Source: an optimization exercise on an open RTL-to-GDS flow (aim: small area, a short achievable clock period and few clock cycles). Production flows keep margins and buffers that such runs may drop.
Only simulation tests tie the RTL to the original design; equivalence was not proved.
Power figures rest on the tool's default switching activity, not on a simulated workload.

===== flow/design.v =====
module sram_march (
    input  wire        clk,
    input  wire        rst,             
    input  wire [16:0] cfg_size,
    input  wire [7:0]  cfg_sections,
    input  wire [6:0]  cfg_overlap,
    input  wire        cfg_intraword,
    input  wire        step_valid,
    output reg         step_ready,
    output reg         sram_req,
    output reg         sram_we,
    output reg  [15:0] sram_addr,
    output reg  [7:0]  sram_wdata,
    input  wire        sram_gnt,
    input  wire        sram_rvalid,
    input  wire [7:0]  sram_rdata,
    output reg         done,
    output reg         done_bad,
    output reg  [7:0]  cursor,
    output reg         sram_fault
);
    localparam [2:0] S_DIV  = 3'd0,    
                     S_MUL  = 3'd1,    
                     S_IDLE = 3'd3,
                     S_SET1 = 3'd4,    
                     S_SET2 = 3'd5,    
                     S_RUN  = 3'd6;
    localparam [2:0] P_SAVE    = 3'd0,
                     P_M1      = 3'd1,
                     P_M2      = 3'd2,
                     P_M3      = 3'd3,
                     P_M4      = 3'd4,
                     P_IW      = 3'd5,
                     P_RESTORE = 3'd6,
                     P_FIN     = 3'd7;    
    reg  [2:0]  state;
    reg  [2:0]  phase;
    reg  [3:0]  u;           
    reg  [15:0] J;           
    reg  [15:0] base;        
    reg  [16:0] endx;        
    reg  [15:0] B;
    reg  [14:0] O;           
    reg         iw;          
    reg         rnz;         
    reg         lastn;       
    reg         fl;          
    reg         bad;
    reg  [1:0]  occ;         
    reg         pend;        
    reg         msub;        
    reg  [3:0]  tag;         
    function [17:0] radd;
        input [16:0] a;
        input [16:0] b;
        input        ci;
        integer i;
        reg c;
        begin
            c = ci;
            for (i = 0; i < 17; i = i + 1) begin
                radd[i] = a[i] ^ b[i] ^ c;
                c = (a[i] & b[i]) | (c & (a[i] ^ b[i]));
            end
            radd[17] = c;
        end
    endfunction
    function [17:0] csadd;
        input [16:0] a;
        input [16:0] b;
        input        ci;
        reg [17:0] lo, h0, h1;
        begin
            lo = radd({8'd0, a[8:0]}, {8'd0, b[8:0]}, ci);
            h0 = radd({9'd0, a[16:9]}, {9'd0, b[16:9]}, 1'b0);
            h1 = radd({9'd0, a[16:9]}, {9'd0, b[16:9]}, 1'b1);
            csadd = {lo[9] ? h1[8:0] : h0[8:0], lo[8:0]};
        end
    endfunction
    function [16:0] rinc;
        input [15:0] a;
        input        dn;
        integer i;
        reg c;
        begin
            c = 1'b1;
            for (i = 0; i < 16; i = i + 1) begin
                rinc[i] = a[i] ^ c;
                c = c & (a[i] ^ dn);
            end
            rinc[16] = c;
        end
    endfunction
    reg  [7:0]  expv;
    always @* begin
        case (tag[2:0])
            3'd0: expv = 8'h00;
            3'd1: expv = 8'hFF;
            3'd2: expv = 8'h55;
            3'd3: expv = 8'hAA;
            3'd4: expv = 8'h33;
            3'd5: expv = 8'hCC;
            3'd6: expv = 8'hF0;
            default: expv = 8'h0F;
        endcase
    end
    wire        bad_nx = bad | (sram_rvalid & tag[3] & (sram_rdata != expv));
    wire [16:0] a_id    = rinc(sram_addr, phase == P_M3);   
    wire        at_end  = (a_id == endx);
    wire        at_base = (sram_addr == base);
    wire        sec0    = (cursor == 8'd0);
    reg  [2:0]  n_phase;
    reg  [3:0]  n_u;
    reg  [1:0]  n_asel;      
    reg         n_azero;     
    reg         n_jswap;     
    reg         n_we;
    reg         n_copy;      
    reg  [7:0]  n_wd;
    function [3:0] tag_of;
        input [2:0] ph;
        input [3:0] uu;
        case (ph)
            P_M2, P_M4: tag_of = 4'b1000;
            P_M3:       tag_of = 4'b1001;
            P_IW:       tag_of = {1'b1, 3'd2 + uu[3:1]};
            default:    tag_of = 4'b0000;    
        endcase
    endfunction
    function [7:0] pat;
        input [2:0] v;
        case (v)
            3'd0: pat = 8'h55;
            3'd1: pat = 8'hAA;
            3'd2: pat = 8'h33;
            3'd3: pat = 8'hCC;
            3'd4: pat = 8'hF0;
            default: pat = 8'h0F;
        endcase
    endfunction
    always @* begin
        n_phase = phase;
        n_u     = 4'd0;
        n_asel  = 2'd0;
        n_azero = 1'b0;
        n_jswap = 1'b0;
        n_we    = 1'b0;
        n_copy  = 1'b0;
        n_wd    = 8'h00;
        case (phase)
            P_SAVE: begin
                if (!u[0]) begin
                    n_u = 4'd1; n_asel = 2'd3; n_jswap = 1'b1;
                    n_we = 1'b1; n_copy = 1'b1;
                end else if (!fl) begin
                    n_asel = 2'd3; n_jswap = 1'b1;
                end else begin
                    n_phase = P_M1; n_asel = 2'd2; n_we = 1'b1;
                end
            end
            P_M1: begin
                if (!at_end) begin
                    n_asel = 2'd1; n_we = 1'b1;
                end else begin
                    n_phase = P_M2; n_asel = 2'd2;
                end
            end
            P_M2: begin
                if (!u[0]) begin
                    n_u = 4'd1; n_we = 1'b1; n_wd = 8'hFF;
                end else if (!at_end) begin
                    n_asel = 2'd1;
                end else begin
                    n_phase = P_M3;
                end
            end
            P_M3: begin
                if (!u[0]) begin
                    n_u = 4'd1; n_we = 1'b1;
                end else if (!at_base) begin
                    n_asel = 2'd1;
                end else begin
                    n_phase = P_M4;
                end
            end
            P_M4: begin
                if (!at_end) begin
                    n_asel = 2'd1;
                end else if (iw) begin
                    n_phase = P_IW; n_asel = 2'd2; n_we = 1'b1; n_wd = 8'h55;
                end else if (!sec0) begin
                    n_phase = P_RESTORE; n_azero = 1'b1;
                end else begin
                    n_phase = P_FIN;
                end
            end
            P_IW: begin
                if (!u[0]) begin
                    n_u = {u[3:1], 1'b1};
                end else if (u != 4'd11) begin
                    n_u = {u[3:1] + 3'd1, 1'b0}; n_we = 1'b1; n_wd = pat(u[3:1] + 3'd1);
                end else if (!at_end) begin
                    n_asel = 2'd1; n_we = 1'b1; n_wd = 8'h55;
                end else if (!sec0) begin
                    n_phase = P_RESTORE; n_azero = 1'b1;
                end else begin
                    n_phase = P_FIN;
                end
            end
            default: begin  
                if (!u[0]) begin
                    n_u = 4'd1; n_asel = 2'd3; n_jswap = 1'b1;
                    n_we = 1'b1; n_copy = 1'b1;
                end else if (!at_end) begin
                    n_asel = 2'd3; n_jswap = 1'b1;
                end else begin
                    n_phase = P_FIN;
                end
            end
        endcase
    end
    function may_go;
        input [2:0] ph;
        input [3:0] uu;
        input       w;
        input [1:0] o;
        begin
            if (ph == P_FIN || (w && (ph == P_SAVE || ph == P_RESTORE)))
                may_go = (o == 2'd0);
            else if (w)
                may_go = 1'b1;
            else
                may_go = (o == 2'd0) || ((o == 2'd1) && (tag_of(ph, uu) == tag));
        end
    endfunction
    wire       run  = (state == S_RUN);
    wire       acc  = sram_req & sram_gnt;           
    wire [1:0] occ_a = occ + {1'b0, ~sram_we};       
    wire [1:0] occ_am = occ_a - 2'd1;
    wire [1:0] occ_m  = occ - 2'd1;
    wire       nx0  = may_go(n_phase, n_u, n_we, occ_a);
    wire       nx1  = may_go(n_phase, n_u, n_we, occ_am);
    wire       cu0  = may_go(phase, u, sram_we, occ);
    wire       cu1  = may_go(phase, u, sram_we, occ_m);
    wire       go   = acc ? (sram_rvalid ? nx1 : nx0) : (sram_rvalid ? cu1 : cu0);
    wire       fin  = acc ? (n_phase == P_FIN) : (phase == P_FIN);
    wire       step_end = run & (acc | pend) & fin & go;
    wire [16:0] p_dec = rinc({9'd0, O[6:0]}, 1'b1);
    reg  [16:0] g_y;
    reg         g_c;
    always @* begin
        case (state)
            S_DIV:   begin g_y = ~{9'd0, J[7:0]}; g_c = 1'b1; end    
            S_MUL:   begin g_y = msub ? ~17'd100 : {1'b0, B}; g_c = msub; end
            S_SET1:  begin g_y = ~{2'd0, O};      g_c = 1'b1; end    
            default: begin g_y = {1'b0, B};       g_c = 1'b0; end    
        endcase
    end
    wire [17:0] g_s  = csadd(endx, g_y, g_c);
    wire        g_ge = g_s[17];                  
    wire [16:0] cur_inc = rinc({8'd0, cursor}, 1'b0);
    wire        is_nm1  = (cur_inc[7:0] == cfg_sections);    
    wire        wrap    = (is_nm1 & ~rnz) | lastn;
    always @(posedge clk) begin
        if (rst) begin
            state      <= S_DIV;
            cursor     <= 8'd0;
            lastn      <= 1'b0;
            done       <= 1'b0;
            sram_fault <= 1'b0;
            sram_req   <= 1'b0;
            step_ready <= 1'b1;
            occ        <= 2'd0;
            endx       <= cfg_size;
            J          <= {8'd0, cfg_sections};
            O          <= {8'd0, cfg_overlap};
            iw         <= cfg_intraword;
            sram_addr  <= 16'd0;
            phase      <= P_SAVE;
        end else begin
            done <= 1'b0;
            bad  <= bad_nx;
            occ  <= occ + {1'b0, acc & ~sram_we} - {1'b0, sram_rvalid};
            if (step_ready && step_valid)
                step_ready <= 1'b0;
            if (sram_rvalid && !tag[3])
                sram_wdata <= sram_rdata;
            case (state)
                S_DIV: begin
                    if (g_ge) begin
                        endx      <= g_s[16:0];
                        sram_addr <= a_id[15:0];
                    end else begin
                        B         <= sram_addr;
                        rnz       <= (endx[7:0] != 8'd0);
                        endx      <= 17'd0;
                        sram_addr <= 16'd0;
                        msub      <= 1'b0;
                        state     <= S_MUL;
                    end
                end
                S_MUL: begin
                    if (msub) begin
                        if (g_ge) begin
                            endx      <= g_s[16:0];
                            sram_addr <= a_id[15:0];
                        end else begin
                            msub      <= 1'b0;
                        end
                    end else if (O[6:0] != 7'd0) begin
                        endx   <= g_s[16:0];
                        O[6:0] <= p_dec[6:0];
                        msub   <= 1'b1;
                    end else begin
                        O     <= sram_addr[14:0];
                        state <= S_IDLE;
                    end
                end
                S_IDLE: begin
                    if (!step_ready || step_valid)
                        state <= S_SET1;
                end
                S_SET1: begin
                    if (sec0) begin
                        base <= 16'd0;
                        endx <= {2'd0, O};
                    end else if (cursor == 8'd1) begin
                        base <= endx[15:0];
                        endx <= g_s[16:0];
                    end else begin
                        base <= g_s[15:0];
                    end
                    state <= S_SET2;
                end
                S_SET2: begin
                    if (lastn) endx <= cfg_size;
                    else       endx <= g_s[16:0];
                    sram_addr <= base;
                    J         <= 16'd0;
                    sram_req  <= 1'b1;
                    bad       <= 1'b0;
                    u         <= 4'd0;
                    fl        <= 1'b0;
                    if (sec0) begin
                        phase      <= P_M1;
                        sram_we    <= 1'b1;
                        sram_wdata <= 8'h00;
                    end else begin
                        phase      <= P_SAVE;
                        sram_we    <= 1'b0;
                        tag        <= 4'b0000;
                    end
                    pend  <= 1'b0;
                    state <= S_RUN;
                end
                default: begin  
                    if (phase == P_SAVE && !u[0])
                        fl <= at_end;
                    if (acc) begin
                        phase <= n_phase;
                        u     <= n_u;
                        sram_we <= n_we;
                        if (n_we && !n_copy)
                            sram_wdata <= n_wd;
                        if (n_azero)
                            sram_addr <= 16'd0;
                        else case (n_asel)
                            2'd0: sram_addr <= sram_addr;
                            2'd1: sram_addr <= a_id[15:0];
                            2'd2: sram_addr <= base;
                            default: sram_addr <= J;
                        endcase
                        if (n_azero)      J <= base;
                        else if (n_jswap) J <= a_id[15:0];
                        sram_req <= go & (n_phase != P_FIN);
                        pend     <= ~go;
                        if (go && !n_we)
                            tag <= tag_of(n_phase, n_u);
                    end else if (pend && go) begin
                        sram_req <= (phase != P_FIN);
                        pend     <= 1'b0;
                        if (!sram_we)
                            tag <= tag_of(phase, u);
                    end
                    if (step_end) begin
                        done       <= 1'b1;
                        done_bad   <= bad_nx;
                        if (bad_nx) sram_fault <= 1'b1;
                        cursor     <= wrap ? 8'd0 : cur_inc[7:0];
                        lastn      <= is_nm1 & rnz;
                        step_ready <= 1'b1;
                        sram_req   <= 1'b0;
                        pend       <= 1'b0;
                        state      <= S_IDLE;
                    end
                end
            endcase
        end
    end
endmodule

===== flow/flow/run.sh =====
#!/bin/bash
# Standard layout, with faster port buffers. Each tool's output goes to a log
# of its own here.
set -euo pipefail
export BUFFER_PORTS_ARGS="-buffer_cell sky130_fd_sc_hd__buf_2"
bash standard.sh > standard.log 2>&1

===== flow/standard.sh =====
#!/bin/bash
# synth_recipe.tcl (not shown) runs the flow's synth.tcl, then flattens the netlist and writes it again
# the make line also repeats each setting of config.mk as NAME=value (left out here)
make -C /OpenROAD-flow-scripts/flow DESIGN_CONFIG=/design/flow/config.mk WORK_HOME=/design/flow/orfs CLKGATE_MAP_FILE= SYNTH_SCRIPT=/design/flow/synth_recipe.tcl "${@:-finish}"

===== flow/config.mk =====
export PLATFORM = sky130hd
export DESIGN_NAME = sram_march
export DESIGN_NICKNAME = sram_march
export VERILOG_FILES = /design/flow/design.v
export SDC_FILE = /design/flow/constraint.sdc
export NUM_CORES = 4
export LEC_CHECK = 0
export CAP_MARGIN = 20
export CORE_MARGIN = 2
export CORE_UTILIZATION = 40
export PLACE_DENSITY = 0.6
export SLEW_MARGIN = 20

===== flow/constraint.sdc =====
create_clock -name core_clock -period 42.0 [get_ports {clk}]
set_input_delay 8.4000 -clock core_clock [delete_from_list [all_inputs] [get_ports {clk}]]
set_output_delay 8.4000 -clock core_clock [all_outputs]
set_load 0.01 [all_outputs]

==> metrics.cfg, run 1 <==
[run_status]
run_status=finished clean

[drt]
routedWlPerCell_um=20.8
detail_route.vias_per_cell=6.03
dr.pass1.iters=5
ant_nets=0
drt_drc_violations_left=0
wirelength_mm=34.2
via_count=9925
drt_first_iter_violations=1119

[pwr]
power_per_cell_area_nw_per_um2=53.9
vdd.ir_drop.worst_v=0.0000258
power.clock.fraction_pct=24.0
netSwitchingFraction_pct=40.5
portion_of_total_power_attributed_to_sequential_cells_pct=33.9
power_frac_comb_pct=42.1
total_leakage_power_nw=4.59
p_int_uw=382
total_power_uw=643
net_switching_power_of_the_design_uw=261

[setup_path]
critical_path_arrival_ps=11060
timing.critical_path.max_delay_family=simple AND/OR/NAND/NOR gates
worst_path_buf_inv=1
cp_cell_sequence=buf_2, nand2_1, nand3_1, or4b_2, nor2_1, nor2_1, a211oi_1, a21oi_1, nor2_1
slowest_cell_delay_on_critical_path_ps=670
cpMostUsedCell=sky130_fd_sc_hd__nor2_1
critPathCaptureType=flip-flop
worstPathRequired_ps=42360
cpMaxStageDelayCell=sky130_fd_sc_hd__or4b_2
critical_path_peak_fanout=13
critical_path_class=input port to flip-flop
worst_setup_path_start_kind=input port

[global_route]
number_of_antenna_violations_at_the_first_check_in_global_routing=0
first_global_vias=9580
grt_overflow_total=0
grt_first_pass_wirelength_mm=53.7
maximum_number_of_pins_on_one_net_before_global_route_repair=87
gr-usage-all-layers_pct=24.4

[die]
floorplan.die.height_um=168
placement_rows=59
initial_core_util_pct=41.0
fp.dieArea_um2=28200
io_pins=84
placeableCoreArea_um2=26200
die-width_um=168

[clock_network]
cts_hold_buffers=0
tritoncts_sink_count=141
cts_buffers=17
postCtsResizedCells=0
clk_pin_slew_worst_paths_ps=70
insertion_delay_ps=440
htreeDepth=4
clock_tree.buffer_depth=2
post_cts.repair.setup_buffers=0
library_cell_used_as_clock_root_buffer=sky130_fd_sc_hd__clkbuf_16
tritoncts=done

[placement]
pre_cts_ws_ps=30900
gp_congestion=0.890
placement.io_buffers=83
dp_hpwl_mm=25.0

[yosys]
synthDominantAreaCellType=sky130_fd_sc_hd__edfxtp_1
synth_enable_flop_cells=88
yosysUniqueCellTypes=86
synth_area_um2=10700
synth_top_flop_cell=sky130_fd_sc_hd__edfxtp_1
ys_seq_elements=141
synthCells=1271
synth-warning-count=1
post_synth.cell_area_avg_um2=8.45
synth_nets=1362
synthDominantCellAreaShare_pct=24.6
yosysSeqAreaShare_pct=34.5
synth.cells.most_frequent=sky130_fd_sc_hd__nand2_1, sky130_fd_sc_hd__nor2_1, sky130_fd_sc_hd__edfxtp_1
netlist_top_cells_area=sky130_fd_sc_hd__edfxtp_1, sky130_fd_sc_hd__dfxtp_1, sky130_fd_sc_hd__nand2_1
synthArstFlopShare_pct=0

[sta]
rsz0062_at_grt=false
fin_skew_ps=16.5
final_sum_of_negative_setup_slack_ps=0
finalSetupViolations=0
hold_viol=0
min_period_over_period_pct=25.5
period_needed_ps=10700
worstMarginPinSlew_ps=1180
fmax_mhz=93.4
max_slew_margin_pct=19.9
number_of_pins_with_negative_max_slew_slack_in_the_final_report=0
final_critical_path_setup_slack_ps=31300

[worst_hold_path]
hold_class=flip-flop to flip-flop

[cells_and_area]
numnets_final=1390
insertedDiodeCount=0
layout-drive-gt1-share_pct=12.7
area.growth.synth_to_final_pct=11.1

[job]
maxCapViolations=0

## power by group through the flow
stage | Combinational (mW) | Sequential [mW] | Clock (mW)
after global routing | 0.300 | 0.221 | 0.161
final | 0.271 | 0.218 | 0.154
after CTS | 0.269 | 0.217 | 0.156
after global placement | 0.264 | 0.220 | 0
after floorplan | 0.201 | 0.202 | 0
after detailed placement | 0.266 | 0.220 | 0
## through the flow
stage | instance area (µm²) | instances | util [%] | hold WS [ps]
2_1_floorplan | 10700 | 1271 | - | 426
3_3_place_gp | 11300 | 1614 | 43.2 | 439
3_5_place_dp | 11300 | 1615 | 43.2 | 447
4_1_cts | 11900 | 1647 | 45.5 | 456
5_1_grt | 11900 | 1647 | 45.5 | 481
6_report | 11900 | 1647 | 45.5 | 456
## metal layers
metal	vias up	GRT usage [%]	share of wire (%)	wire [µm]
met2	406	41.2	49	16600
met3	90	3.48	6.0	2040
met5	-	0	0	0
li1	4709	-	-	-
met1	4720	30.6	41	14100
met4	0	12.1	4.4	1490
## state kept, by name (all words and copies together), names as in the netlist, 2 cells and up
signal and flops:
cursor 8, B 16, sram_addr 16, state 3
base 16, tag 4, phase 3, sram_wdata 8
u 4, J 16, occ 2, O 15
endx 17
## kinds of logic after synthesis
| logic type | after synthesis | share of synthesized area [%] |
|---|---|---|
| adder cells (fa/ha/maj) | 45 | 6.36 |
| XOR/XNOR | 77 | 6.88 |
| buffers and inverters | 144 | 5.63 |
| flip-flops | 141 | 34.5 |
| multiplexers | 46 | 4.32 |
| AND/OR/NAND/NOR | 475 | 21.1 |
| AO/OA/AOI/OAI | 343 | 21.2 |
## layout by cell type, fill, tap and decap left out, types with 6 or more instances in the layout
cell type,n
sky130_fd_sc_hd__nor3_1,25
sky130_fd_sc_hd__nand3_1,50
sky130_fd_sc_hd__buf_4,21
sky130_fd_sc_hd__xor2_1,16
sky130_fd_sc_hd__buf_2,83
sky130_fd_sc_hd__nor4_1,8
sky130_fd_sc_hd__a21oi_1,87
sky130_fd_sc_hd__nand2_1,139
sky130_fd_sc_hd__or3_1,10
sky130_fd_sc_hd__o22ai_1,9
sky130_fd_sc_hd__and2_1,18
sky130_fd_sc_hd__a211oi_1,26
sky130_fd_sc_hd__and3_1,6
sky130_fd_sc_hd__nand4_1,22
sky130_fd_sc_hd__clkbuf_16,21
sky130_fd_sc_hd__mux2i_1,43
sky130_fd_sc_hd__a22oi_1,37
sky130_fd_sc_hd__inv_1,48
sky130_fd_sc_hd__nor2b_1,16
sky130_fd_sc_hd__o21ai_0,77
sky130_fd_sc_hd__o211ai_1,17
sky130_fd_sc_hd__a222oi_1,16
sky130_fd_sc_hd__fa_1,16
sky130_fd_sc_hd__or4_1,6
sky130_fd_sc_hd__edfxtp_1,88
sky130_fd_sc_hd__nor2_1,139
sky130_fd_sc_hd__o21a_1,7
sky130_fd_sc_hd__xnor2_1,56
sky130_fd_sc_hd__a31oi_1,14
sky130_fd_sc_hd__ha_1,29
sky130_fd_sc_hd__dfxtp_1,53
## path summary, 6_finish.rpt
check,startpoint,slack (ps),endpoint,cells past startpoint
hold reg to reg,sram_fault,460,sram_fault,2
hold / removal,sram_fault,460,sram_fault,2
setup / recovery,sram_gnt,31300,state[0],9
setup reg to reg,state[0],32640,sram_addr[5],28
## worst register-to-register path: cells and delay by family (launching register included)
family / cells / cell delay (ps)
adder cells (fa/ha/maj): 16 / 6160
AND/OR/NAND/NOR: 6 / 1440
AO/OA/AOI/OAI: 2 / 550
flip-flops: 1 / 460
buffers and inverters: 3 / 360
multiplexers: 1 / 240
## area by class of cell
cell class	instances	area, µm²
timing repair buffer	104	573
sequential	141	3700
fill	2571	14300
inverter	49	184
clock buffer	23	533
multi-input combinational	986	6450
tap	335	419
clock inverter	9	65.1
Testbench counts, summed over its fixed seeds: cycles 375,031.
==> run 2, diff against run 1 <==
--- a/flow/design.v
+++ b/flow/design.v
@@ -23,2 +23,3 @@
                      S_MUL  = 3'd1,    
+                     S_LOAD = 3'd2,    
                      S_IDLE = 3'd3,
@@ -226,2 +227,3 @@
         input [1:0] o;
+        input [3:0] tg;
         begin
@@ -232,3 +234,3 @@
             else
-                may_go = (o == 2'd0) || ((o == 2'd1) && (tag_of(ph, uu) == tag));
+                may_go = (o == 2'd0) || ((o == 2'd1) && (tag_of(ph, uu) == tg));
         end
@@ -240,9 +242,11 @@
     wire [1:0] occ_m  = occ - 2'd1;
-    wire       nx0  = may_go(n_phase, n_u, n_we, occ_a);
-    wire       nx1  = may_go(n_phase, n_u, n_we, occ_am);
-    wire       cu0  = may_go(phase, u, sram_we, occ);
-    wire       cu1  = may_go(phase, u, sram_we, occ_m);
-    wire       go   = acc ? (sram_rvalid ? nx1 : nx0) : (sram_rvalid ? cu1 : cu0);
-    wire       fin  = acc ? (n_phase == P_FIN) : (phase == P_FIN);
-    wire       step_end = run & (acc | pend) & fin & go;
+    wire [3:0] etag = sram_we ? tag : tag_of(phase, u);
+    wire       nx0  = may_go(n_phase, n_u, n_we, occ_a, etag);
+    wire       nx1  = may_go(n_phase, n_u, n_we, occ_am, etag);
+    wire       cu0  = may_go(phase, u, sram_we, occ, tag);
+    wire       cu1  = may_go(phase, u, sram_we, occ_m, tag);
+    wire       go_n = sram_rvalid ? nx1 : nx0;      
+    wire       go_c = sram_rvalid ? cu1 : cu0;      
+    wire       step_end = run & pend & (phase == P_FIN) &
+                          (sram_rvalid ? (occ == 2'd1) : (occ == 2'd0));
     wire [16:0] p_dec = rinc({9'd0, O[6:0]}, 1'b1);
@@ -264,18 +268,3 @@
     always @(posedge clk) begin
-        if (rst) begin
-            state      <= S_DIV;
-            cursor     <= 8'd0;
-            lastn      <= 1'b0;
-            done       <= 1'b0;
-            sram_fault <= 1'b0;
-            sram_req   <= 1'b0;
-            step_ready <= 1'b1;
-            occ        <= 2'd0;
-            endx       <= cfg_size;
-            J          <= {8'd0, cfg_sections};
-            O          <= {8'd0, cfg_overlap};
-            iw         <= cfg_intraword;
-            sram_addr  <= 16'd0;
-            phase      <= P_SAVE;
-        end else begin
+        begin
             done <= 1'b0;
@@ -287,3 +276,14 @@
                 sram_wdata <= sram_rdata;
+            if (acc && !sram_we)
+                tag <= tag_of(phase, u);
             case (state)
+                S_LOAD: begin
+                    endx      <= cfg_size;
+                    J         <= {8'd0, cfg_sections};
+                    O         <= {8'd0, cfg_overlap};
+                    iw        <= cfg_intraword;
+                    sram_addr <= 16'd0;
+                    phase     <= P_SAVE;
+                    state     <= S_DIV;
+                end
                 S_DIV: begin
@@ -350,3 +350,2 @@
                         sram_we    <= 1'b0;
-                        tag        <= 4'b0000;
                     end
@@ -358,27 +357,5 @@
                         fl <= at_end;
-                    if (acc) begin
-                        phase <= n_phase;
-                        u     <= n_u;
-                        sram_we <= n_we;
-                        if (n_we && !n_copy)
-                            sram_wdata <= n_wd;
-                        if (n_azero)
-                            sram_addr <= 16'd0;
-                        else case (n_asel)
-                            2'd0: sram_addr <= sram_addr;
-                            2'd1: sram_addr <= a_id[15:0];
-                            2'd2: sram_addr <= base;
-                            default: sram_addr <= J;
-                        endcase
-                        if (n_azero)      J <= base;
-                        else if (n_jswap) J <= a_id[15:0];
-                        sram_req <= go & (n_phase != P_FIN);
-                        pend     <= ~go;
-                        if (go && !n_we)
-                            tag <= tag_of(n_phase, n_u);
-                    end else if (pend && go) begin
-                        sram_req <= (phase != P_FIN);
+                    if (!acc && pend && phase != P_FIN && go_c) begin
+                        sram_req <= 1'b1;
                         pend     <= 1'b0;
-                        if (!sram_we)
-                            tag <= tag_of(phase, u);
                     end
@@ -391,3 +368,2 @@
                         step_ready <= 1'b1;
-                        sram_req   <= 1'b0;
                         pend       <= 1'b0;
@@ -397,2 +373,32 @@
             endcase
+            if (acc) begin
+                phase   <= n_phase;
+                u       <= n_u;
+                sram_we <= n_we;
+                if (n_we && !n_copy)
+                    sram_wdata <= n_wd;
+                if (n_azero)
+                    sram_addr <= 16'd0;
+                else case (n_asel)
+                    2'd0: sram_addr <= sram_addr;
+                    2'd1: sram_addr <= a_id[15:0];
+                    2'd2: sram_addr <= base;
+                    default: sram_addr <= J;
+                endcase
+                if (n_azero)      J <= base;
+                else if (n_jswap) J <= a_id[15:0];
+                sram_req <= go_n & (n_phase != P_FIN);
+                pend     <= ~go_n | (n_phase == P_FIN);
+            end
+            if (rst) begin
+                state      <= S_LOAD;
+                cursor     <= 8'd0;
+                lastn      <= 1'b0;
+                done       <= 1'b0;
+                sram_fault <= 1'b0;
+                sram_req   <= 1'b0;
+                pend       <= 1'b0;
+                step_ready <= 1'b1;
+                occ        <= 2'd0;
+            end
         end
--- a/flow/flow/run.sh
+++ b/flow/flow/run.sh
@@ -5,2 +5,3 @@
 export BUFFER_PORTS_ARGS="-buffer_cell sky130_fd_sc_hd__buf_2"
+export SETUP_SLACK_MARGIN=32.3
 bash standard.sh > standard.log 2>&1
==> run 2 against run 1 <==
Still clean. Sequential power is 7% lower. First-iteration DRC count is 11% lower. Non-clock buffer count rose by 26. Global-route usage grew 0.70 points. Maximum frequency rose by 9.8%. Die area shrank 4.4%. Combinational power decreased by 13%. Via count decreased by 6.4%. Total power decreased by 8.0%. Routed wire length down 1.9%. Critical path type unchanged. Critical endpoint is now cursor[7]. Largest power group unchanged. Highest routed layer unchanged.
==> metrics.cfg, run 2 <==
[run_status]
run_status=finished clean

[pwr]
vdd.ir_drop.worst_v=0.0000238
total_power_uw=592
power_per_cell_area_nw_per_um2=49.9
total_leakage_power_nw=4.79

[setup_path]
cpMaxStageDelayCell=sky130_fd_sc_hd__or3_4
endpoint_of_the_most_critical_register_to_register_path=msub
worst_setup_path_start_kind=input port
cp.depth=9
worstPathRequired_ps=42360
worst_path_buf_inv=2
worst_r2r_startpoint=state[1]
setup.worst_path.end=cursor[7]
cpMostUsedCell=sky130_fd_sc_hd__nor4_4
critPathCaptureType=flip-flop
cp_cell_sequence=buf_12, nor2b_4, or3_4, nor4_4, nand3_2, nor4_4, buf_4, nand2_2, o21ai_1
slowest_cell_delay_on_critical_path_ps=390
timing.critical_path.max_delay_family=simple AND/OR/NAND/NOR gates
rr_worst_depth=30
beginning_of_the_critical_path=sram_rvalid
critical_path_class=input port to flip-flop
reg2reg_slack_ps=32630
critical_path_peak_fanout=4
critical_path_arrival_ps=10110

[drt]
drt_drc_violations_left=0
ant_nets=0
wirelength_mm=33.6
detail_route.vias_per_cell=6.02
via_count=9289
drt_first_iter_violations=999
routedWlPerCell_um=21.7
dr.pass1.iters=6

[yosys]
netlist_top_cells_area=sky130_fd_sc_hd__edfxtp_1, sky130_fd_sc_hd__dfxtp_1, sky130_fd_sc_hd__xnor2_1
post_synth.cell_area_avg_um2=9.10
synth-warning-count=1
yosys.cell_count.top_type=sky130_fd_sc_hd__nand2_1
synthDominantAreaCellType=sky130_fd_sc_hd__edfxtp_1
synth_nets=1219
synthCells=1127
synth.cells.most_frequent=sky130_fd_sc_hd__nand2_1, sky130_fd_sc_hd__edfxtp_1, sky130_fd_sc_hd__nor2_1
synth_top_flop_cell=sky130_fd_sc_hd__edfxtp_1
synthArstFlopShare_pct=0
synthDominantCellAreaShare_pct=28.4
ys_seq_elements=141
synth_area_um2=10300
yosysSeqAreaShare_pct=37.0
yosysUniqueCellTypes=82
synth_enable_flop_cells=97

[worst_hold_path]
hold_class=flip-flop to flip-flop

[cells_and_area]
final_common_cell=sky130_fd_sc_hd__nand2_1
registers.top_by_ff_count=endx
area.growth.synth_to_final_pct=15.7
layout_common_cells=sky130_fd_sc_hd__nand2_1, sky130_fd_sc_hd__edfxtp_1, sky130_fd_sc_hd__nor2_1
layout-drive-gt1-share_pct=17.6
insertedDiodeCount=0
numnets_final=1293
instances_no_fill=1544
finish.utilization_pct=47.1
largest_reg_flops=17

[sta]
hold_viol=0
period_needed_ps=9750
rsz0062_at_grt=true
fmax_mhz=103
worstMarginPinSlew_ps=1110
min_period_over_period_pct=23.2
max_slew_margin_pct=25.5
number_of_pins_with_negative_max_slew_slack_in_the_final_report=0
final_sum_of_negative_setup_slack_ps=0
fin_skew_ps=9.49
finalSetupViolations=0

[die]
die-width_um=164
initial_core_util_pct=40.7
placement_rows=58
io_pins=84
placeableCoreArea_um2=25200
fp.dieArea_um2=26900
floorplan.die.height_um=164

[clock_network]
tritoncts_sink_count=141
cts_buffers=17
insertion_delay_ps=430
cts_hold_buffers=0
tritoncts=done
clk_pin_slew_worst_paths_ps=60
htreeDepth=4
clock_tree.buffer_depth=2
library_cell_used_as_clock_root_buffer=sky130_fd_sc_hd__clkbuf_16

[global_route]
gr-usage-all-layers_pct=25.1
number_of_antenna_violations_at_the_first_check_in_global_routing=0
grt_first_pass_wirelength_mm=51.1
first_global_vias=8666
grt_overflow_total=0
maximum_number_of_pins_on_one_net_before_global_route_repair=33

[placement]
gp_congestion=0.947
placement.io_buffers=83
dp.cells=1478
dp_hpwl_mm=24.2

[job]
maxCapViolations=0

## run 2: area by class of cell
class                      count  area, µm²
timing repair buffer         130        796
fill                        2425      13300
clock inverter                12        135
inverter                      61        236
tap                          330        413
sequential                   141       3800
multi-input combinational    850       6050
clock buffer                  20        437
## run 2: repair_timing
| item | 4_1_cts | 5_1_grt |
|---|---|---|
| gates cloned | 0 | 0 |
| endpoints found under the setup margin | 54 | 64 |
| hold endpoints to repair | 0 | 0 |
| gates resized for setup | 7 | 20 |
| setup buffers | 16 | 18 |
| pin swaps | 1 | 14 |
## run 2: cell families (layout without fill, tap and decap cells)
| kind of cell | after synthesis | in the layout | synth area share [%] |
|---|---|---|---|
| xor+xnor | 76 | 76 | 7.03 |
| simple gates | 366 | 366 | 18.0 |
| flops | 141 | 141 | 37.0 |
| buf+inv | 136 | 223 | 5.41 |
| mux | 42 | 42 | 4.19 |
| fa+ha+maj | 47 | 47 | 6.88 |
| compound gates | 319 | 319 | 21.5 |
## run 2: through the flow
| step | hold slack [ps] | instance area (µm²) | setup WS, ps |
|---|---|---|---|
| after floorplan | 434 | 10300 | 31930 |
| after global placement | 452 | 10900 | 31590 |
| after detailed placement | 457 | 10900 | 31530 |
| after CTS | 469 | 11600 | 32310 |
| after global routing | 486 | 11900 | 32160 |
| final | 469 | 11900 | 32250 |
## run 2: how the worst min path moves through the flow
stage	depth (start not counted)	end	from	slack, ps
4_1_cts	2	J[12]	J[12]	470
6_report	2	J[12]	J[12]	470
3_5_place_dp	2	J[12]	J[12]	460
2_1_floorplan	2	J[10]	J[10]	430
5_1_grt	2	J[12]	J[12]	490
3_3_place_gp	2	J[12]	J[12]	450
## run 2: tightest hold or removal path, cell delays in order, from the launching register on
cell and delay [ps]:
sky130_fd_sc_hd__dfxtp_1 310, sky130_fd_sc_hd__nand2_1 60, sky130_fd_sc_hd__o31ai_1 50
## run 2: routing by layer
metal / track usage [%] / up-vias / wire, µm
met4: 9.25 / 0 / 994
met1: 37.2 / 4463 / 15000
met3: 3.36 / 63 / 2900
met5: 0 / - / 0
met2: 37.0 / 436 / 14600
li1: - / 4327 / -
## run 2: report_power, final
part | internal, mW | leakage, nW | switching [mW]
Combinational | 0.0951 | 3.15 | 0.142
Sequential | 0.176 | 1.36 | 0.0275
Clock | 0.0881 | 0.281 | 0.0634
Total | 0.359 | 4.79 | 0.233
Testbench counts of run 2, summed over its fixed seeds: cycles 375,356.
==> run 3, diff against run 2 <==
--- a/flow/flow/run.sh
+++ b/flow/flow/run.sh
@@ -5,3 +5,3 @@
 export BUFFER_PORTS_ARGS="-buffer_cell sky130_fd_sc_hd__buf_2"
-export SETUP_SLACK_MARGIN=32.3
+export SETUP_SLACK_MARGIN=32.8
 bash standard.sh > standard.log 2>&1
==> run 3 against run 2 <==
Sequential share of layout area down 1.2 points. Critical path depth unchanged. Synthesized area unchanged. Sequential power about the same. Combinational power up 4%. Worst setup slack better by 97 ps. Design area up 4.7%. Largest power group unchanged. Count of clock-buffer cells in the layout up 5. Register-to-register slack better by 480 ps. First-iteration DRC count up 25%. Clock power down 7%. Hold slack better by 8.0 ps.
==> metrics.cfg, run 3 <==
[run_status]
run_status=finished clean

[clock_network]
library_cell_used_as_clock_root_buffer=sky130_fd_sc_hd__clkbuf_16
clk_pin_slew_worst_paths_ps=60
tritoncts=done
insertion_delay_ps=440
cts_buffers=17
cts_hold_buffers=0
tritoncts_sink_count=141
htreeDepth=4
clock_tree.buffer_depth=2

[global_route]
first_global_vias=8896
grt_first_pass_wirelength_mm=52.3
number_of_antenna_violations_at_the_first_check_in_global_routing=3
grt_overflow_total=0
maximum_number_of_pins_on_one_net_before_global_route_repair=33
gr-usage-all-layers_pct=25.9

[cells_and_area]
layout_common_cells=sky130_fd_sc_hd__nand2_1, sky130_fd_sc_hd__edfxtp_1, sky130_fd_sc_hd__nor2_1
nFillCells=2346
largest_reg_flops=17
layout-drive-gt1-share_pct=23.1
final_common_cell=sky130_fd_sc_hd__nand2_1
registers.top_by_ff_count=endx
numnets_final=1324
insertedDiodeCount=0
area.growth.synth_to_final_pct=21.2

[sta]
period_needed_ps=9650
min_period_over_period_pct=23.0
rsz0062_at_grt=true
fin_skew_ps=13.4
fmax_mhz=104
final_sum_of_negative_setup_slack_ps=0
hold_viol=0
worstMarginPinSlew_ps=1220
number_of_pins_with_negative_max_slew_slack_in_the_final_report=0
max_slew_margin_pct=18.1
finalSetupViolations=0

[setup_path]
cpMaxStageDelayCell=sky130_fd_sc_hd__or3_4
timing.critical_path.max_delay_family=simple AND/OR/NAND/NOR gates
worst_path_buf_inv=3
critical_path_class=input port to flip-flop
worst_setup_path_start_kind=input port
critical_path_peak_fanout=4
slowest_cell_delay_on_critical_path_ps=380
cpMostUsedCell=sky130_fd_sc_hd__nor4_4
worstPathRequired_ps=42370
critPathCaptureType=flip-flop
cp_cell_sequence=buf_12, nor2b_4, or3_4, nor4_4, nand3_2, nor4_4, buf_4, buf_6, a22o_1
critical_path_arrival_ps=10020

[placement]
gp_congestion=0.910
dp_hpwl_mm=23.7
placement.io_buffers=83

[yosys]
synth.area.mux_share_pct=4.19
synthDominantCellAreaShare_pct=28.4
post_synth_xor_area_fraction_pct=7.03
yosys.cell_count.top_type=sky130_fd_sc_hd__nand2_1
synth_area_um2=10300
synth.cells.most_frequent=sky130_fd_sc_hd__nand2_1, sky130_fd_sc_hd__edfxtp_1, sky130_fd_sc_hd__nor2_1
netlist_top_cells_area=sky130_fd_sc_hd__edfxtp_1, sky130_fd_sc_hd__dfxtp_1, sky130_fd_sc_hd__xnor2_1
synth_nets=1219
combinational_family_with_the_most_area_after_synthesis=compound AO/OA/AOI/OAI gates
synthArstFlopShare_pct=0
synth_fa_ha_area_share_pct=6.88
ys_seq_elements=141
synth_enable_flop_cells=97
yosysUniqueCellTypes=82
synthDominantAreaCellType=sky130_fd_sc_hd__edfxtp_1
synth_compound_area_share_pct=21.5
yosysSeqAreaShare_pct=37.0
synth_top_flop_cell=sky130_fd_sc_hd__edfxtp_1
post_synth.cell_area_avg_um2=9.10
synthCells=1127
synth-warning-count=1
yosys.area_share.simple_pct=18.0

[die]
placement_rows=58
floorplan.die.height_um=164
initial_core_util_pct=40.7
fp.dieArea_um2=26900
die-width_um=164
io_pins=84
placeableCoreArea_um2=25200

[drt]
ant_nets=0
detail_route.vias_per_cell=6.06
dr.pass1.iters=8
wirelength_mm=35.1
drt_first_iter_violations=1250
via_count=9539
routedWlPerCell_um=22.3
drt_drc_violations_left=0

[job]
maxCapViolations=0

[worst_hold_path]
hold_class=flip-flop to flip-flop

[pwr]
total_leakage_power_nw=5.02
vdd.ir_drop.worst_v=0.0000230
power_per_cell_area_nw_per_um2=47.4
total_power_uw=589

run 3: area by class of cell:
class / count / area [µm²] / share of cell area (%)
Sequential cell: 141 / 3830 / 30.8
Multi-Input combinational cell: 850 / 6180 / 49.7
Clock buffer: 25 / 477 / 3.84
Tap cell: 330 / 413 / 3.32
Inverter: 61 / 236 / 1.90
Timing Repair Buffer: 161 / 1240 / 10.0
Clock inverter: 7 / 42.5 / 0.342
run 3: cells by family (layout without fill, tap and decap cells):
family	Yosys count	count (layout)
AO/OA/AOI/OAI	319	319
flip-flops	141	141
multiplexers	42	42
buffers and inverters	136	254
AND/OR/NAND/NOR	366	366
adder cells (fa/ha/maj)	47	47
XOR/XNOR	76	76
run 3: routing by layer:
metal / GRT usage [%] / vias to the layer above / share of wire (%)
met3: 6.64 / 74 / 9.0
met4: 10.6 / 4 / 3.0
met5: 0 / - / 0.077
li1: - / 4393 / -
met1: 35.4 / 4656 / 43
met2: 39.0 / 412 / 45
run 3: repair_timing:
| action | 4_1_cts | 5_1_grt |
|---|---|---|
| setup buffers | 45 | 19 |
| gates resized for setup | 82 | 26 |
| cloned | 1 | 1 |
| pin swaps | 19 | 11 |
| setup endpoints to repair | 152 | 111 |
run 3: power by group:
part	internal [mW]	leakage [nW]	switching, mW	total (mW)
clock network	0.0788	0.258	0.0623	0.141
logic	0.101	3.40	0.145	0.246
registers	0.176	1.36	0.0264	0.202
total	0.356	5.02	0.233	0.589
run 3: path summary, 6_finish.rpt:
check              start   endpoint  slack, ps  cells past startpoint
max          sram_rvalid  cursor[6]      32350                      9
min                J[11]      J[11]        480                      2
max reg2reg     state[1]    endx[5]      33110                     33
min reg2reg        J[11]      J[11]        480                      2
run 3: tightest hold or removal path, cell delays in order, from the launching register on:
cell and delay [ps]:
sky130_fd_sc_hd__dfxtp_1 320, sky130_fd_sc_hd__nand2_1 60, sky130_fd_sc_hd__o31ai_1 50
run 3: through the flow:
stage               cells  setup WS [ps]  hold slack [ps]  util, %  area [µm²]
finish               1575          32350              477     49.3       12400
global route         1575          32290              486     49.3       12400
CTS                  1554          32470              472     48.3       12200
detailed placement   1476          31540              457     43.6       11000
global placement     1476          31600              456     43.6       11000
floorplan            1127          31930              434        -       10400
==> run 4, diff against run 3 <==
--- a/flow/flow/run.sh
+++ b/flow/flow/run.sh
@@ -5,3 +5,2 @@
 export BUFFER_PORTS_ARGS="-buffer_cell sky130_fd_sc_hd__buf_2"
-export SETUP_SLACK_MARGIN=32.8
 bash standard.sh > standard.log 2>&1
==> run 4 against run 3 <==
Global-route usage shrank 0.81 points. Maximum frequency decreased by 6.9%. Design area fell by 7.8%. Clock power increased by 8%. Combinational power down 13%. Largest power group unchanged. Highest routed layer is now met4.
==> metrics.cfg, run 4 <==
[yosys]
synth_enable_flop_cells=97
ys_seq_elements=141
synthDominantAreaCellType=sky130_fd_sc_hd__edfxtp_1
post_synth.cell_area_avg_um2=9.10
synth_nets=1219
synthArstFlopShare_pct=0
synth_area_um2=10300
synthDominantCellAreaShare_pct=28.4
synth-warning-count=1
yosys.cell_count.top_type=sky130_fd_sc_hd__nand2_1
synth.cells.most_frequent=sky130_fd_sc_hd__nand2_1, sky130_fd_sc_hd__edfxtp_1, sky130_fd_sc_hd__nor2_1
yosysSeqAreaShare_pct=37.0
synthCells=1127
synth_top_flop_cell=sky130_fd_sc_hd__edfxtp_1
yosysUniqueCellTypes=82
netlist_top_cells_area=sky130_fd_sc_hd__edfxtp_1, sky130_fd_sc_hd__dfxtp_1, sky130_fd_sc_hd__xnor2_1

[drt]
detail_route.vias_per_cell=6.12
drt_drc_violations_left=0
dr.pass1.iters=6
drt_first_iter_violations=1360
ant_nets=0
routedWlPerCell_um=21.9
via_count=9221
wirelength_mm=32.9

[clock_network]
insertion_delay_ps=440
clock_tree.buffer_depth=2
library_cell_used_as_clock_root_buffer=sky130_fd_sc_hd__clkbuf_16
clk_pin_slew_worst_paths_ps=70
htreeDepth=4
cts_buffers=17
post_cts.repair.setup_buffers=0
cts_hold_buffers=0
postCtsResizedCells=0
tritoncts_sink_count=141
tritoncts=done

[sta]
holdWs_ps=474
hold_viol=0
fmax_mhz=96.5
period_needed_ps=10370
max_slew_margin_pct=27.8
min_period_over_period_pct=24.7
finalSetupViolations=0
number_of_pins_with_negative_max_slew_slack_in_the_final_report=0
final_sum_of_negative_setup_slack_ps=0
worstMarginPinSlew_ps=1080
fin_skew_ps=9.90
rsz0062_at_grt=false

[setup_path]
reg2reg_slack_ps=31630
critPathCaptureType=flip-flop
cpMaxStageDelayCell=sky130_fd_sc_hd__dfxtp_1
rr_worst_depth=32
worst_setup_path_start_kind=flip-flop
slowest_cell_delay_on_critical_path_ps=590
worst_r2r_startpoint=state[1]
cpMostUsedCell=sky130_fd_sc_hd__fa_1
critical_path_peak_fanout=17
critical_path_arrival_ps=10550
worstPathRequired_ps=42190
setup.worst_path.end=endx[3]
critical_path_class=flip-flop to flip-flop
endpoint_of_the_most_critical_register_to_register_path=endx[3]
beginning_of_the_critical_path=state[1]

[global_route]
maximum_number_of_pins_on_one_net_before_global_route_repair=33
first_global_vias=8616
grt_first_pass_wirelength_mm=51.0
grt_overflow_total=0
number_of_antenna_violations_at_the_first_check_in_global_routing=0
gr-usage-all-layers_pct=25.1

[pwr]
total_leakage_power_nw=4.56
vdd.ir_drop.worst_v=0.0000214
power_per_cell_area_nw_per_um2=50.5

[die]
fp.dieArea_um2=26900
initial_core_util_pct=40.7
placeableCoreArea_um2=25200
placement_rows=58
floorplan.die.height_um=164
io_pins=84
die-width_um=164

[run_status]
run_status=finished clean

[cells_and_area]
insertedDiodeCount=0
layout_common_cells=sky130_fd_sc_hd__nand2_1, sky130_fd_sc_hd__edfxtp_1, sky130_fd_sc_hd__nor2_1
registers.top_by_ff_count=endx
layout-drive-gt1-share_pct=13.6
largest_reg_flops=17
final_common_cell=sky130_fd_sc_hd__nand2_1
area.growth.synth_to_final_pct=11.8
numnets_final=1256

[placement]
placement.io_buffers=83
dp_hpwl_mm=23.5
gp_congestion=0.891

[job]
maxCapViolations=0

[worst_hold_path]
hold_class=flip-flop to flip-flop

==> run 4: cells by family (layout without fill, tap and decap cells) <==
| group | Yosys count | in the layout | share of synthesized area, % |
|---|---|---|---|
| xor gates and xnor gates | 76 | 76 | 7.03 |
| muxes | 42 | 42 | 4.19 |
| and+or+nand+nor | 366 | 366 | 18.0 |
| buffers and inverters | 136 | 186 | 5.41 |
| AOI/OAI and AO/OA | 319 | 319 | 21.5 |
| adders and majority gates | 47 | 47 | 6.88 |
| DFF | 141 | 141 | 37.0 |
==> run 4: layout make-up <==
| type | count | area (µm²) |
|---|---|---|
| fillers | 2483 | 13700 |
| multi-input cells | 850 | 5960 |
| flip-flops and latches | 141 | 3790 |
| repair buffers | 93 | 490 |
| clock buffers | 19 | 433 |
| well taps | 330 | 413 |
| inverters | 61 | 229 |
| clock inverters | 13 | 139 |
==> run 4: worst min path at each step <==
stage,to,cells past startpoint,start,slack [ps]
after global placement,J[8],2,J[8],450
after detailed placement,J[14],2,J[14],460
final,J[14],2,J[14],470
after global routing,J[8],2,J[8],510
after CTS,J[14],2,J[14],470
after floorplan,J[10],2,J[10],430
==> run 4: report_power, final <==
part	switching (mW)	total (mW)	internal [mW]	leakage [nW]
Clock	0.0642	0.152	0.0876	0.269
Sequential	0.0357	0.211	0.176	1.36
Combinational	0.128	0.215	0.0872	2.94
Total	0.228	0.579	0.351	4.56
==> run 4: stage by stage <==
step / cell area [µm²] / setup WS (ps) / total power [mW] / utilization [%] / instances
2_1_floorplan: 10300 / 31500 / 0.354 / - / 1127
3_3_place_gp: 10900 / 30960 / 0.422 / 43.1 / 1475
3_5_place_dp: 10900 / 31210 / 0.424 / 43.2 / 1475
4_1_cts: 11400 / 31630 / 0.575 / 45.4 / 1507
5_1_grt: 11500 / 31050 / 0.608 / 45.5 / 1507
6_report: 11500 / 31630 / 0.579 / 45.5 / 1507
==> run 4: metal layers <==
metal | wire length, µm | up-vias | track usage, %
li1 | - | 4255 | -
met1 | 14700 | 4447 | 36.9
met2 | 14300 | 460 | 37.3
met3 | 3100 | 59 | 4.92
met4 | 809 | 0 | 7.30
met5 | 0 | - | 0
==> run 4: critical path: cells and delay by family (launching register included) <==
kind	cells	cell delay (ps)
compound gates	4	1040
buf+inv	6	820
flops	1	590
fa+ha+maj	16	6330
simple gates	6	1290
==> run 5, diff against run 4 <==
--- a/flow/design.v
+++ b/flow/design.v
@@ -68,14 +68,2 @@
     endfunction
-    function [17:0] csadd;
-        input [16:0] a;
-        input [16:0] b;
-        input        ci;
-        reg [17:0] lo, h0, h1;
-        begin
-            lo = radd({8'd0, a[8:0]}, {8'd0, b[8:0]}, ci);
-            h0 = radd({9'd0, a[16:9]}, {9'd0, b[16:9]}, 1'b0);
-            h1 = radd({9'd0, a[16:9]}, {9'd0, b[16:9]}, 1'b1);
-            csadd = {lo[9] ? h1[8:0] : h0[8:0], lo[8:0]};
-        end
-    endfunction
     function [16:0] rinc;
@@ -262,6 +250,6 @@
     end
-    wire [17:0] g_s  = csadd(endx, g_y, g_c);
+    wire [17:0] g_s  = radd(endx, g_y, g_c);
     wire        g_ge = g_s[17];                  
     wire [16:0] cur_inc = rinc({8'd0, cursor}, 1'b0);
-    wire        is_nm1  = (cur_inc[7:0] == cfg_sections);    
+    reg         is_nm1;      
     wire        wrap    = (is_nm1 & ~rnz) | lastn;
@@ -269,4 +257,5 @@
         begin
-            done <= 1'b0;
-            bad  <= bad_nx;
+            done   <= 1'b0;
+            bad    <= bad_nx;
+            is_nm1 <= (cur_inc[7:0] == cfg_sections);
             occ  <= occ + {1'b0, acc & ~sram_we} - {1'b0, sram_rvalid};
--- a/flow/flow/run.sh
+++ b/flow/flow/run.sh
@@ -5,2 +5,3 @@
 export BUFFER_PORTS_ARGS="-buffer_cell sky130_fd_sc_hd__buf_2"
+export SETUP_SLACK_MARGIN=32.0
 bash standard.sh > standard.log 2>&1
==> run 5 against run 4 <==
Sequential share of layout area up 1.1 points. Critical path depth is 31 lower. Synthesized area down 4.4%. Synthesized cell count fell by 4.3%. Clock power up 7%. Cell count is 3.5% lower. Via count shrank 6.2%. Largest cell class unchanged. Largest power group is now sequential cells.
==> metrics.cfg, run 5 <==
[pwr]
vdd.ir_drop.worst_v=0.0000327
portion_of_total_power_attributed_to_sequential_cells_pct=38.8
total_leakage_power_nw=4.36
power_frac_comb_pct=31.4
netSwitchingFraction_pct=36.0
p_int_uw=347
net_switching_power_of_the_design_uw=195
power.clock.fraction_pct=29.8
power_per_cell_area_nw_per_um2=48.5

[yosys]
yosysUniqueCellTypes=69
synthDominantAreaCellType=sky130_fd_sc_hd__edfxtp_1
synthDominantCellAreaShare_pct=29.7
synth-warning-count=1
synth_nets=1170
synth_enable_flop_cells=97
post_synth.cell_area_avg_um2=9.08
synth.cells.most_frequent=sky130_fd_sc_hd__nand2_1, sky130_fd_sc_hd__edfxtp_1, sky130_fd_sc_hd__a21oi_1
netlist_top_cells_area=sky130_fd_sc_hd__edfxtp_1, sky130_fd_sc_hd__dfxtp_1, sky130_fd_sc_hd__nand2_1
yosysSeqAreaShare_pct=38.9
synth_area_um2=9800
yosys.cell_count.top_type=sky130_fd_sc_hd__nand2_1
synth_top_flop_cell=sky130_fd_sc_hd__edfxtp_1
synthArstFlopShare_pct=0
synthCells=1079
ys_seq_elements=142

[drt]
ant_nets=0
detail_route.vias_per_cell=5.94
dr.pass1.iters=6
via_count=8645
wirelength_mm=30.3
routedWlPerCell_um=20.8
drt_drc_violations_left=0
drt_first_iter_violations=1430

[clock_network]
clk_pin_slew_worst_paths_ps=60
cts_buffers=17
cts_hold_buffers=0
htreeDepth=4
insertion_delay_ps=440
clock_tree.buffer_depth=2
tritoncts_sink_count=142
library_cell_used_as_clock_root_buffer=sky130_fd_sc_hd__clkbuf_16
tritoncts=done

[sta]
worstMarginPinSlew_ps=994
rsz0062_at_grt=false
finalSetupViolations=0
fin_skew_ps=12.7
holdWs_ps=467
min_period_over_period_pct=23.6
hold_viol=0
final_sum_of_negative_setup_slack_ps=0
max_slew_margin_pct=33.1
fmax_mhz=101
period_needed_ps=9910
final_critical_path_setup_slack_ps=32090
number_of_pins_with_negative_max_slew_slack_in_the_final_report=0

[cells_and_area]
area.growth.synth_to_final_pct=13.9
largest_reg_flops=17
seqCellArea_um2=3820
insertedDiodeCount=0
layout-drive-gt1-share_pct=14.7
post-route-cell-area_um2=11200
layout_common_cells=sky130_fd_sc_hd__nand2_1, sky130_fd_sc_hd__edfxtp_1, sky130_fd_sc_hd__buf_2
final_common_cell=sky130_fd_sc_hd__nand2_1
multi_input_area_um2=5590
nFillCells=2352
numnets_final=1209
registers.top_by_ff_count=endx

[die]
die-width_um=161
floorplan.die.height_um=161
initial_core_util_pct=40.5
placeableCoreArea_um2=24200
io_pins=84
fp.dieArea_um2=25800
placement_rows=57

[setup_path]
worst_path_buf_inv=1
critical_path_arrival_ps=1510
worst_setup_path_start_kind=flip-flop
timing.critical_path.max_delay_family=flip-flops
slowest_cell_delay_on_critical_path_ps=810
critPathCaptureType=output port
worstPathRequired_ps=33600
critical_path_peak_fanout=14
cp_cell_sequence=buf_2
cpMaxStageDelayCell=sky130_fd_sc_hd__edfxtp_1
critical_path_class=flip-flop to output port

[global_route]
number_of_antenna_violations_at_the_first_check_in_global_routing=0
grt_first_pass_wirelength_mm=46.8
grt_overflow_total=0
first_global_vias=8046
gr-usage-all-layers_pct=23.4
maximum_number_of_pins_on_one_net_before_global_route_repair=33

[placement]
place_area_um2=10400
pre_cts_ws_ps=31480
placement.io_buffers=83
gp_congestion=0.878
dp_hpwl_mm=22.1

[job]
maxCapViolations=0

[run_status]
run_status=finished clean

[worst_hold_path]
hold_class=flip-flop to flip-flop

run 5: cell count changes in the layout (fill, tap and decap cells not counted), moves of 5 or more:
cell,change
sky130_fd_sc_hd__nor2_1,-42
sky130_fd_sc_hd__a21oi_1,+30
sky130_fd_sc_hd__mux2i_1,-16
sky130_fd_sc_hd__inv_1,-15
sky130_fd_sc_hd__nand2_1,+15
sky130_fd_sc_hd__o31ai_1,-10
sky130_fd_sc_hd__a22o_1,-6
sky130_fd_sc_hd__buf_4,+5
sky130_fd_sc_hd__nand4_1,+5
sky130_fd_sc_hd__o22ai_1,+5
sky130_fd_sc_hd__xor2_1,-5
run 5: routing by layer:
layer	GRT usage (%)	wire, µm	vias to the layer above
li1	-	-	4069
met1	35.8	14000	4097
met2	33.7	13100	450
met3	4.62	2840	29
met4	6.02	398	0
met5	0	0	-
run 5: logic make-up (layout without fill, tap and decap cells):
family / after synthesis / count (layout) / synth area share [%]
buf+inv: 127 / 179 / 5.14
fa+ha+maj: 45 / 45 / 7.05
flops: 142 / 142 / 38.9
mux: 26 / 26 / 2.72
xor+xnor: 74 / 74 / 7.47
compound gates: 320 / 320 / 20.9
simple gates: 345 / 345 / 17.8
run 5: area by class of cell:
type / count / area share [%]
multi-input cells: 810 / 50.1
well taps: 324 / 3.63
repair buffers: 98 / 4.79
flip-flops and latches: 142 / 34.2
clock inverters: 9 / 0.818
clock buffers: 23 / 4.78
inverters: 49 / 1.67
run 5: per-stage QoR:
stage	cells	total power [mW]	utilization [%]
after global placement	1419	0.375	43.2
final	1455	0.542	46.2
after global routing	1455	0.570	46.2
after detailed placement	1419	0.376	43.2
after floorplan	1079	0.322	-
after CTS	1451	0.538	45.8
run 5: final timing paths:
check                             startpoint           end  slack [ps]  cells after the start
worst max-delay path            sram_addr[1]  sram_addr[1]       32090                      1
worst min-delay path                   J[10]         J[10]         470                      2
worst max register to register      state[1]       endx[3]       32480                     29
worst min register to register         J[10]         J[10]         470                      2
run 5: what timing repair did:
item	4_1_cts	5_1_grt
pin swaps	1	2
endpoints found under the setup margin	39	54
setup buffers	0	4
gates resized for setup	5	16
run 5: power by group through the flow:
stage | combinational, mW | sequential [mW] | clock [mW]
floorplan | 0.129 | 0.193 | 0
global placement | 0.164 | 0.211 | 0
detailed placement | 0.165 | 0.211 | 0
CTS | 0.167 | 0.209 | 0.162
global route | 0.189 | 0.213 | 0.168
finish | 0.170 | 0.210 | 0.162
Testbench counts of run 5, summed over its fixed seeds: cycles 375,356.
==> run 6, diff against run 5 <==
--- a/flow/flow/run.sh
+++ b/flow/flow/run.sh
@@ -5,3 +5,3 @@
 export BUFFER_PORTS_ARGS="-buffer_cell sky130_fd_sc_hd__buf_2"
-export SETUP_SLACK_MARGIN=32.0
+export SETUP_SLACK_MARGIN=31.5
 bash standard.sh > standard.log 2>&1
==> run 6 against run 5 <==
Global-route usage down 0.43 points. Highest routed layer unchanged. Largest power group unchanged. Total power decreased by 3.8%. Count of clock-buffer cells in the layout is 6 lower. Combinational power about the same. Sequential cell count is the same. Routed wire length down 3.1%. Register-to-register slack worse by 480 ps. Sequential share of layout area grew 0.49 points. Clock skew is 0.54 ps higher. Die area stayed put.
==> metrics.cfg, run 6 <==
[yosys]
synth_top_flop_cell=sky130_fd_sc_hd__edfxtp_1
yosysSeqAreaShare_pct=38.9
ys_seq_elements=142
combinational_family_with_the_most_area_after_synthesis=compound AO/OA/AOI/OAI gates
synth_fa_ha_area_share_pct=7.05
synthArstFlopShare_pct=0
synthCells=1079
yosys.area_share.simple_pct=17.8
synth_nets=1170
netlist_top_cells_area=sky130_fd_sc_hd__edfxtp_1, sky130_fd_sc_hd__dfxtp_1, sky130_fd_sc_hd__nand2_1
synth.cells.most_frequent=sky130_fd_sc_hd__nand2_1, sky130_fd_sc_hd__edfxtp_1, sky130_fd_sc_hd__a21oi_1
synth-warning-count=1
synth_compound_area_share_pct=20.9
synth_enable_flop_cells=97
post_synth_xor_area_fraction_pct=7.47
synth_area_um2=9800
yosysUniqueCellTypes=69
synthDominantAreaCellType=sky130_fd_sc_hd__edfxtp_1
yosys.cell_count.top_type=sky130_fd_sc_hd__nand2_1
synthDominantCellAreaShare_pct=29.7
synth.area.mux_share_pct=2.72
post_synth.cell_area_avg_um2=9.08

[placement]
placement.io_buffers=83
gp_congestion=0.876
dp_hpwl_mm=21.0
pre_cts_ws_ps=31060

[setup_path]
worst_r2r_startpoint=state[1]
critPathCaptureType=flip-flop
critical_path_peak_fanout=9
critical_path_class=input port to flip-flop
worstPathRequired_ps=42380
critical_path_arrival_ps=10660
worst_setup_path_start_kind=input port
beginning_of_the_critical_path=sram_rvalid

[drt]
drt_first_iter_violations=747
via_count=8562
detail_route.vias_per_cell=5.90
drt_drc_violations_left=0
ant_nets=0
routedWlPerCell_um=20.3
wirelength_mm=29.4
dr.pass1.iters=5

[sta]
min_period_over_period_pct=24.5
final_critical_path_setup_slack_ps=31710
max_slew_margin_pct=34.0
fin_skew_ps=13.2
worstMarginPinSlew_ps=986
fmax_mhz=97.2
number_of_pins_with_negative_max_slew_slack_in_the_final_report=0
finalSetupViolations=0
period_needed_ps=10290
hold_viol=0
final_sum_of_negative_setup_slack_ps=0
rsz0062_at_grt=false

[clock_network]
cts_hold_buffers=0
htreeDepth=4
tritoncts_sink_count=142
insertion_delay_ps=440
post_cts.repair.setup_buffers=0
tritoncts=done
library_cell_used_as_clock_root_buffer=sky130_fd_sc_hd__clkbuf_16
clk_pin_slew_worst_paths_ps=70
clock_tree.buffer_depth=2
cts_buffers=17
postCtsResizedCells=0

[pwr]
vdd.ir_drop.worst_v=0.0000259
total_leakage_power_nw=4.28
power_per_cell_area_nw_per_um2=47.4
total_power_uw=521

[cells_and_area]
final_common_cell=sky130_fd_sc_hd__nand2_1
registers.top_by_ff_count=endx
layout_common_cells=sky130_fd_sc_hd__nand2_1, sky130_fd_sc_hd__edfxtp_1, sky130_fd_sc_hd__buf_2
largest_reg_flops=17
nFillCells=2359
insertedDiodeCount=0
seqCellArea_um2=3810
multi_input_area_um2=5530
numnets_final=1205
area.growth.synth_to_final_pct=12.1
layout-drive-gt1-share_pct=13.3

[die]
die-width_um=161
io_pins=84
initial_core_util_pct=40.5
placement_rows=57
floorplan.die.height_um=161
fp.dieArea_um2=25800
placeableCoreArea_um2=24200

[worst_hold_path]
hold_class=flip-flop to flip-flop
worstHoldStart=J[14]

[job]
maxCapViolations=0

[global_route]
first_global_vias=8103
maximum_number_of_pins_on_one_net_before_global_route_repair=35
grt_first_pass_wirelength_mm=46.0
number_of_antenna_violations_at_the_first_check_in_global_routing=0
grt_overflow_total=0
gr-usage-all-layers_pct=23.0

[run_status]
run_status=finished clean

[run 6: worst max-delay path, cell delays in order]
cell and delay, ps:
sky130_fd_sc_hd__buf_2 140, sky130_fd_sc_hd__inv_1 100, sky130_fd_sc_hd__nor2_1 80, sky130_fd_sc_hd__or3_1 360
sky130_fd_sc_hd__or4_1 660, sky130_fd_sc_hd__a2111oi_4 570, sky130_fd_sc_hd__nor2b_1 190, sky130_fd_sc_hd__o21ai_0 70
sky130_fd_sc_hd__o21ai_0 90
[run 6: cell families (layout without fill, tap and decap cells)]
| logic type | count (synthesis) | count (layout) |
|---|---|---|
| and+or+nand+nor | 345 | 345 |
| AOI/OAI and AO/OA | 320 | 320 |
| DFF | 142 | 142 |
| buffers and inverters | 127 | 175 |
| xor gates and xnor gates | 74 | 74 |
| adders and majority gates | 45 | 45 |
| muxes | 26 | 26 |
[run 6: per-layer routing]
layer  track usage (%)  routed length [µm]
met5                 0                   0
met3              4.55                2280
met2              37.8               13800
met4              6.51                 508
met1              30.9               12800
[run 6: worst paths after layout]
kind | to | slack, ps | cells past startpoint
max | cursor[7] | 31710 | 9
max reg2reg | endx[0] | 32000 | 28
min reg2reg | J[14] | 460 | 2
min | J[14] | 460 | 2
[run 6: report_power, final]
part	internal (mW)	switching, mW	leakage, nW	total, mW
clock network	0.0775	0.0688	0.268	0.146
registers	0.175	0.0303	1.35	0.205
logic	0.0741	0.0952	2.66	0.169
[run 6: final cells by class]
class | instances | share of cell area [%]
Multi-Input combinational cell | 810 | 50.3
Sequential cell | 142 | 34.7
Timing Repair Buffer | 94 | 4.53
Clock buffer | 17 | 3.87
Tap cell | 324 | 3.69
Inverter | 49 | 1.67
Clock inverter | 15 | 1.16
[run 6: metrics by stage]
stage	utilization (%)	area, µm²	hold slack, ps	cells
after floorplan	-	9810	420	1079
after global placement	43.0	10400	442	1418
after detailed placement	43.0	10400	452	1418
after CTS	45.3	11000	471	1450
after global routing	45.4	11000	503	1451
final	45.4	11000	464	1451

[afterwards: timing with drivers on the ports]
Ports are ideal in the flow. The routed layouts listed here were re-timed in OpenROAD.
Step 1 sets driving cells, clkbuf_16 on the clock port and buf_2 on the other inputs (assumed; they add their load-dependent delay and slew).
Step 2 adds t to the input delays and takes it off the output delays; t is the mean of the earliest and latest rising clock arrival at the registers after step 1. Input paths then give back, and output paths get back, about the clock's delay inside the block.
a / b / c = no drivers / after step 1 / after step 2; a / b = the first two.
| run | t, ns | setup slack, ns | hold slack, ns | pins driven straight from the clock port |
|---|---|---|---|---|
| run 1 | 0.475 | 31.298 / 31.324 / 30.850 | 0.456 / 0.456 / 0.456 | 1 |
| run 2 | 0.475 | 32.255 / 32.247 / 31.772 | 0.469 / 0.469 / 0.469 | 1 |
| run 3 | 0.476 | 32.352 / 32.343 / 31.867 | 0.477 / 0.477 / 0.477 | 1 |
| run 4 | 0.481 | 31.633 / 31.633 / 31.175 | 0.474 / 0.474 / 0.474 | 1 |
| run 5 | 0.477 | 32.091 / 32.044 / 31.655 | 0.467 / 0.467 / 0.467 | 1 |
| run 6 | 0.485 | 31.711 / 31.729 / 31.244 | 0.464 / 0.464 / 0.464 | 1 |
After both steps every run listed still meets setup and hold. For run 3, which loses most, drivers alone change the setup slack by -0.009 ns; drivers and shift together by -0.485 ns.
